Background: an optimization exercise with open tools, aiming at small area, a short achievable clock period and few clock cycles per item. Do not read the settings as production practice.
Only simulation tests tie the RTL to the original design; equivalence was not proved.
No activity file was given, so power comes from the tool's default toggle rates.

==> amber: inputs <==
==> flow/design.v (excerpt) <==
module pan_volume_mixer (
    input  wire               clk,
    input  wire               rst,           
    input  wire               in_valid,
    output wire               in_ready,
    input  wire               in_play,       
    input  wire signed [15:0] in_sample,     
    input  wire               in_am_en,      
    input  wire        [2:0]  in_am_depth,   
    input  wire        [7:0]  in_am_phase,   
    input  wire        [9:0]  in_eg_level,   
    input  wire        [3:0]  in_pan,        
    input  wire        [6:0]  in_tl,         
    output reg                out_valid,
    output reg  signed [15:0] out_l,
    output reg  signed [15:0] out_r
);
==> flow/config.mk <==
export PLATFORM = sky130hd
export DESIGN_NAME = pan_volume_mixer
export DESIGN_NICKNAME = pan_volume_mixer
export VERILOG_FILES = /design/flow/design.v
export SDC_FILE = /design/flow/constraint.sdc
export NUM_CORES = 4
export LEC_CHECK = 0
export CAP_MARGIN = 20
export CORE_MARGIN = 2
export CORE_UTILIZATION = 40
export SLEW_MARGIN = 20
export SYNTH_MEMORY_MAX_BITS = 65536
==> flow/constraint.sdc <==
create_clock -name core_clock -period 30.0 [get_ports {clk}]
set_input_delay 6.0000 -clock core_clock [delete_from_list [all_inputs] [get_ports {clk}]]
set_output_delay 6.0000 -clock core_clock [all_outputs]
set_load 0.01 [all_outputs]
standard.sh (not shown) runs the stock make flow with config.mk's settings and CLKGATE_MAP_FILE= SYNTH_SCRIPT=/design/flow/synth_recipe.tcl, a recipe that flattens the netlist after the stock synthesis.
==> flow/flow/run.sh <==
#!/bin/bash
# Own flow: the standard layout (standard.sh), with
#  - the synthesis run through flow/synth_wrap.tcl, which only swaps the ABC
#    mapping script for the area-oriented flow/area.abc (registers are mapped
#    before ABC and stay exactly as the standard synthesis makes them);
#  - Yosys's synth without its internal quick ABC pass (-noabc), so that the
#    adder extraction sees the multiplier trees' full adders as written;
#  - the port buffers as plain buf_2 cells.
set -euo pipefail
W=$(pwd)
export FLOW_WORK=$W
export FLOW_ABC_SCRIPT=$W/flow/area.abc
bash standard.sh SYNTH_SCRIPT=$W/flow/synth_wrap.tcl SYNTH_ARGS=-noabc SETUP_SLACK_MARGIN=23.1 CORE_UTILIZATION=45 CTS_CLUSTER_SIZE=20 CTS_CLUSTER_DIAMETER=80 \
  "BUFFER_PORTS_ARGS=-buffer_cell sky130_fd_sc_hd__buf_2" finish > $W/flow_make.log 2>&1
==> flow/flow/area.abc <==
strash
dc2
strash
&get -n
&dch -f
&nf {D}
&put
==> flow/flow/synth_wrap.tcl <==
# The standard synthesis (synth_recipe.tcl, unchanged), with one difference:
# the final ABC mapping runs the area-oriented script in flow/area.abc
# instead of ORFS's delay-oriented one. Registers are mapped before ABC and
# are left exactly as the standard synthesis makes them.
proc abc {args} {
  set i [lsearch -exact $args -script]
  if {$i >= 0} {
    set args [lreplace $args $i [expr {$i + 1}] -script $::env(FLOW_ABC_SCRIPT)]
  }
  yosys abc {*}$args
}
source $::env(FLOW_WORK)/synth_recipe.tcl
==> inputs of garnet, as changes to amber <==
--- a/flow/flow/run.sh
+++ b/flow/flow/run.sh
@@ -11,4 +11,4 @@
 export FLOW_WORK=$W
 export FLOW_ABC_SCRIPT=$W/flow/area.abc
-bash standard.sh SYNTH_SCRIPT=$W/flow/synth_wrap.tcl SYNTH_ARGS=-noabc SETUP_SLACK_MARGIN=23.1 CORE_UTILIZATION=45 CTS_CLUSTER_SIZE=20 CTS_CLUSTER_DIAMETER=80 \
+bash standard.sh SYNTH_SCRIPT=$W/flow/synth_wrap.tcl SYNTH_ARGS=-noabc SETUP_SLACK_MARGIN=23.3 CORE_UTILIZATION=50 CTS_CLUSTER_SIZE=30 CTS_CLUSTER_DIAMETER=100 \
   "BUFFER_PORTS_ARGS=-buffer_cell sky130_fd_sc_hd__buf_2" finish > $W/flow_make.log 2>&1
==> inputs of onyx, as changes to amber <==
--- a/flow/flow/run.sh
+++ b/flow/flow/run.sh
@@ -11,4 +11,4 @@
 export FLOW_WORK=$W
 export FLOW_ABC_SCRIPT=$W/flow/area.abc
-bash standard.sh SYNTH_SCRIPT=$W/flow/synth_wrap.tcl SYNTH_ARGS=-noabc SETUP_SLACK_MARGIN=23.1 CORE_UTILIZATION=45 CTS_CLUSTER_SIZE=20 CTS_CLUSTER_DIAMETER=80 \
+bash standard.sh SYNTH_SCRIPT=$W/flow/synth_wrap.tcl SYNTH_ARGS=-noabc SETUP_SLACK_MARGIN=22.8 \
   "BUFFER_PORTS_ARGS=-buffer_cell sky130_fd_sc_hd__buf_2" finish > $W/flow_make.log 2>&1
==> inputs of quartz, as changes to amber <==
==> flow/run.sh (new file) <==
#!/bin/bash
# synth_recipe.tcl (not shown) runs the flow's synth.tcl, then flattens the netlist and writes it again
# the make line also repeats each setting of config.mk as NAME=value (left out here)
make -C /OpenROAD-flow-scripts/flow DESIGN_CONFIG=/design/flow/config.mk WORK_HOME=/design/flow/orfs CLKGATE_MAP_FILE= SYNTH_SCRIPT=/design/flow/synth_recipe.tcl finish
removed: flow/flow/run.sh
removed: flow/flow/area.abc
removed: flow/flow/synth_wrap.tcl
removed: flow/standard.sh
==> summary of the runs <==
- In critical path depth, onyx and quartz do not differ.
- Hold slack, highest first: garnet, amber, onyx, quartz.
- The lowest sequential share of layout area belongs to quartz, the highest to garnet.
- Between quartz and garnet, the lower register-to-register slack is in quartz (gap 140 ps).
- Sequential power is about the same in amber and garnet.
- Clock-buffer cell count: onyx > quartz > amber > garnet.
- In onyx the synthesized cell count is smaller than in quartz, by 34%.
- Clock power: garnet < amber < quartz < onyx.
- amber ran to the end with no violations. onyx ran to the end with no violations. garnet completed without violations. quartz ran to the end with no violations.
- Design area: garnet is lower than quartz (20%).
==> figures <==
metric                                                                                                      quartz                    garnet                      onyx                     amber
Outcome                                                                                    complete, no violations   complete, no violations   complete, no violations   complete, no violations
Seq/total area                                                                                              0.1210                    0.1525                    0.1490                    0.1517
Initial cell density of the core                                                                            0.4023                    0.5029                    0.4052                    0.4567
Post-CTS clock slew at the launch and capture registers of the worst setup and hold paths                    60 ps                    100 ps                     60 ps                     70 ps
Routed met2 length                                                                                        60620 µm                  46130 µm                  46780 µm                  46420 µm
Share of synthesized cell area in full adder, half adder and majority cells                                 0.2052                    0.2595                    0.2595                    0.2595
Core utilization of the finished layout                                                                     0.4217                    0.5556                    0.4543                    0.5045
Switching Power                                                                                         0.002074 W                0.002036 W                0.002022 W                0.002080 W
Largest net degree at the start of global routing                                                               92                        72                        84                        64
Cell area after placement                                                                                42400 µm²                 33620 µm²                 34010 µm²                 33740 µm²
Global placer's final weighted congestion                                                                   0.9881                     1.015                     1.014                    0.9997
Most frequent standard cell in the layout excluding fill and tap cells                     sky130_fd_sc_hd__nor2_1  sky130_fd_sc_hd__nand2_1  sky130_fd_sc_hd__nand2_1  sky130_fd_sc_hd__nand2_1
Reported combinational group power                                                                       0.00308 W                 0.00317 W                 0.00313 W                 0.00320 W
Pwr Density                                                                                           93.10 nW/µm²              118.0 nW/µm²              118.6 nW/µm²              119.9 nW/µm²
Post CTS Setup Buffer Count                                                                                      0                        10                         0                         0
Well Taps                                                                                                     1380                       846                      1040                       931
XOR/XNOR Fraction of Synth Area                                                                            0.03034                    0.1015                    0.1015                    0.1015
Share of the synthesized area in compound gates (AO/OA/AOI/OAI)                                             0.3169                    0.2748                    0.2748                    0.2748
Multi-input gate area in the final layout                                                                32080 µm²                 25800 µm²                 25720 µm²                 25770 µm²
Register area                                                                                             5273 µm²                  5305 µm²                  5263 µm²                  5276 µm²
Testbench counts of amber, summed over its fixed seeds: cycles 35,888, slots 35,840.
Testbench counts of garnet, summed over its fixed seeds: cycles 35,888, slots 35,840.
Testbench counts of onyx, summed over its fixed seeds: cycles 35,888, slots 35,840.
Testbench counts of quartz, summed over its fixed seeds: cycles 35,888, slots 35,840.

afterwards: timing with drivers on the ports:
Ports are ideal in the flow. The routed layouts listed here were re-timed in OpenROAD. Step 1 assumes that a clkbuf_16 drives the clock port and a buf_2 every other input. Step 2 also shifts input and output timing later by t, the mid clock arrival at the registers, as if the neighbouring blocks saw the same clock. Slacks: ideal / step 1 / step 2; pairs: ideal / step 1.
run	t, ns	setup WS [ns]	worst setup path after step 2	clock arrival spread, ns
amber	0.641	22.958 / 22.893 / 23.366	input to register	0.029 / 0.029
garnet	0.619	22.966 / 22.898 / 23.357	input to register	0.037 / 0.037
onyx	0.634	22.871 / 22.804 / 23.365	register to register	0.035 / 0.036
quartz	0.663	22.537 / 22.470 / 22.823	input to register	0.023 / 0.022
After both steps setup and hold are still met in every run listed.
